Context: an optimization exercise on an open-source flow, tuned for small area, a short achievable clock period and few clock cycles per item. The choices shown serve that exercise and are no tape-out recipe.
In this exercise RTL edits were held to simulation tests only and were not proved equivalent to the original.

Design hpsdr_telem, start of the top module:
module hpsdr_telem (
    input  wire        clk,
    input  wire        rst,
    input  wire        in_valid,
    output wire        in_ready,
    input  wire [7:0]  in_c0,
    input  wire [31:0] in_data,
    output wire        out_valid,
    input  wire        out_ready,
    output reg  [2:0]  out_kind,
    output reg  [2:0]  out_keys,
    output reg  [31:0] out_a,
    output reg  [31:0] out_b
);
Size in the first run: roughly 2900 cells after synthesis, about 380 flip-flops, roughly 120 I/O pins, roughly 0.032 sq mm of cells after synthesis.
Settings: LEC_CHECK=0, CAP_MARGIN=20, CORE_MARGIN=2, CORE_UTILIZATION=40, SLEW_MARGIN=20, SYNTH_HIERARCHICAL=1; clock period 12.0 ns.
standard.sh (not shown) runs the stock make flow with config.mk's settings and CLKGATE_MAP_FILE= SYNTH_SCRIPT=/design/flow/synth_recipe.tcl, a recipe that flattens the netlist after the stock synthesis.
==> flow/flow/run.sh <==
#!/bin/bash
set -euo pipefail
bash standard.sh SETUP_SLACK_MARGIN=7.4 finish > standard_flow.log 2>&1
Testbench counts at the start, summed over its fixed seeds: cycles 3,240, items 3,200.
Rerun with:
==> flow/flow/run.sh (replaced) <==
#!/bin/bash
set -euo pipefail
bash standard.sh SETUP_SLACK_MARGIN=7.7 finish > standard_flow.log 2>&1
After rerunning: Worst hold slack gets better by 9.7 ps. Setup slack gets better by 110 ps. Synthesized cell count stays the same. Core utilization rose by 0.69 points. Global-route usage hardly moves.

---

hpsdr_telem, a different RTL version from the one above (not shown whole).
Size in the first run: about 2,500 cells after synthesis, roughly 0.026 mm^2 of cells after synthesis.
Settings: LEC_CHECK=0, CAP_MARGIN=20, CORE_MARGIN=2, CORE_UTILIZATION=40, SLEW_MARGIN=20, SYNTH_HIERARCHICAL=1; clock period 12.0 ns.
==> flow/flow/run.sh <==
#!/bin/bash
set -euo pipefail
bash standard.sh SETUP_SLACK_MARGIN=6.8 finish > standard_flow.log 2>&1
Testbench counts at the start, summed over its fixed seeds: cycles 3,224, items 3,200.
Change:
==> flow/flow/run.sh (replaced) <==
#!/bin/bash
set -euo pipefail
bash standard.sh SETUP_SLACK_MARGIN=7 finish > standard_flow.log 2>&1
=> Sequential cell count is unchanged; sequential share of layout area went down by 0.48 points; register-to-register slack improves by 0.03 ns; utilization went up by 1.2 points; final cell count went up by 0.79%; synthesized cell count stays the same; design area went up by 2.3%; global-route usage is about the same.
Change:
Settings changed: CORE_UTILIZATION 40 to 55.
What happened: Area after synthesis does not change. Hold slack improved by 0.011 ns. Sequential share of layout area is higher by 0.21 points. Die area is lower by 27%.
Change:
==> flow/flow/run.sh (replaced) <==
#!/bin/bash
set -euo pipefail
bash standard.sh SETUP_SLACK_MARGIN=6.8 finish > standard_flow.log 2>&1
Settings changed: CORE_UTILIZATION 55 to 40, CTS_BUF_LIST from default to sky130_fd_sc_hd__clkbuf_4 sky130_fd_sc_hd__clkbuf_8.
Clock skew increases by 0.029 ns.
Non-clock buffer count decreases by 10.
Via count decreases by 1.8%.
Clock-buffer cell count increases by 14.
Die area increases by about 37%.
Cell count increases by 7.7%.
Routed wire length increases by about 0.3%.
Worst setup slack is worse by 0.013 ns.
Maximum frequency stays flat.
Hold slack stays flat.

---

hpsdr_telem with an RTL version that a note above also has.
Size in the first run: about 2,900 cells after synthesis, ~380 flip-flops.
Settings: LEC_CHECK=0, CAP_MARGIN=20, CORE_MARGIN=2, CORE_UTILIZATION=40, CTS_BUF_LIST=sky130_fd_sc_hd__clkbuf_4 sky130_fd_sc_hd__clkbuf_8, SLEW_MARGIN=20, SYNTH_HIERARCHICAL=1; clock period 12.0 ns.
==> flow/flow/run.sh <==
#!/bin/bash
set -euo pipefail
bash standard.sh SETUP_SLACK_MARGIN=7.7 finish > standard_flow.log 2>&1
The first run finished clean.
Testbench counts at the start, summed over its fixed seeds: cycles 3,240, items 3,200.
Change:
==> flow/flow/run.sh (replaced) <==
#!/bin/bash
set -euo pipefail
bash standard.sh SETUP_SLACK_MARGIN=7.2 finish > standard_flow.log 2>&1
CTS_BUF_LIST = unset   (was sky130_fd_sc_hd__clkbuf_4 sky130_fd_sc_hd__clkbuf_8)
- The changed run ran to the end with no violations
- clock skew went down by 0.024 ns
- worst setup slack loses 0.23 ns
- via count went down by 1.4%

==> what the ideal ports hide <==
In the flow no input, the clock included, has a driving cell. The finished layouts below were timed again as built, in two steps.
Step 1, drivers: a clkbuf_16 drives clk and a buf_2 each remaining input, both assumed.
Step 2 also shifts input and output timing later by t, the mid clock arrival at the registers, as if the neighbouring blocks saw the same clock.
Three values: no drivers, after step 1, after step 2; two values: the first two.
| run | shift t [ns] | slack for setup (ns) | worst register clock-pin slew, ns | cell pins on the clock port's net |
|---|---|---|---|---|
| the first run of note 1 | 0.639 | 7.407 / 7.407 / 6.913 | 0.07 / 0.07 | 1 |
| the second run of note 1 | 0.649 | 7.514 / 7.514 / 7.201 | 0.07 / 0.07 | 1 |
| the first run of note 2 | 0.627 | 6.790 / 6.806 / 6.200 | 0.07 / 0.07 | 1 |
| the second run of note 2 | 0.621 | 6.832 / 6.836 / 6.245 | 0.07 / 0.07 | 1 |
| the third run of note 2 | 0.634 | 6.831 / 6.831 / 6.277 | 0.07 / 0.07 | 1 |
| the fourth run of note 2 | 0.676 | 6.818 / 6.838 / 6.179 | 0.08 / 0.08 | 1 |
| the first run of note 3 | 0.708 | 7.494 / 7.494 / 7.178 | 0.07 / 0.07 | 1 |
| the second run of note 3 | 0.641 | 7.266 / 7.266 / 6.787 | 0.07 / 0.07 | 1 |
After both steps setup and hold are still met in every run listed. The setup slack of the fourth run of note 2, which loses most, moves by +0.020 ns with the drivers and by -0.639 ns with both steps.
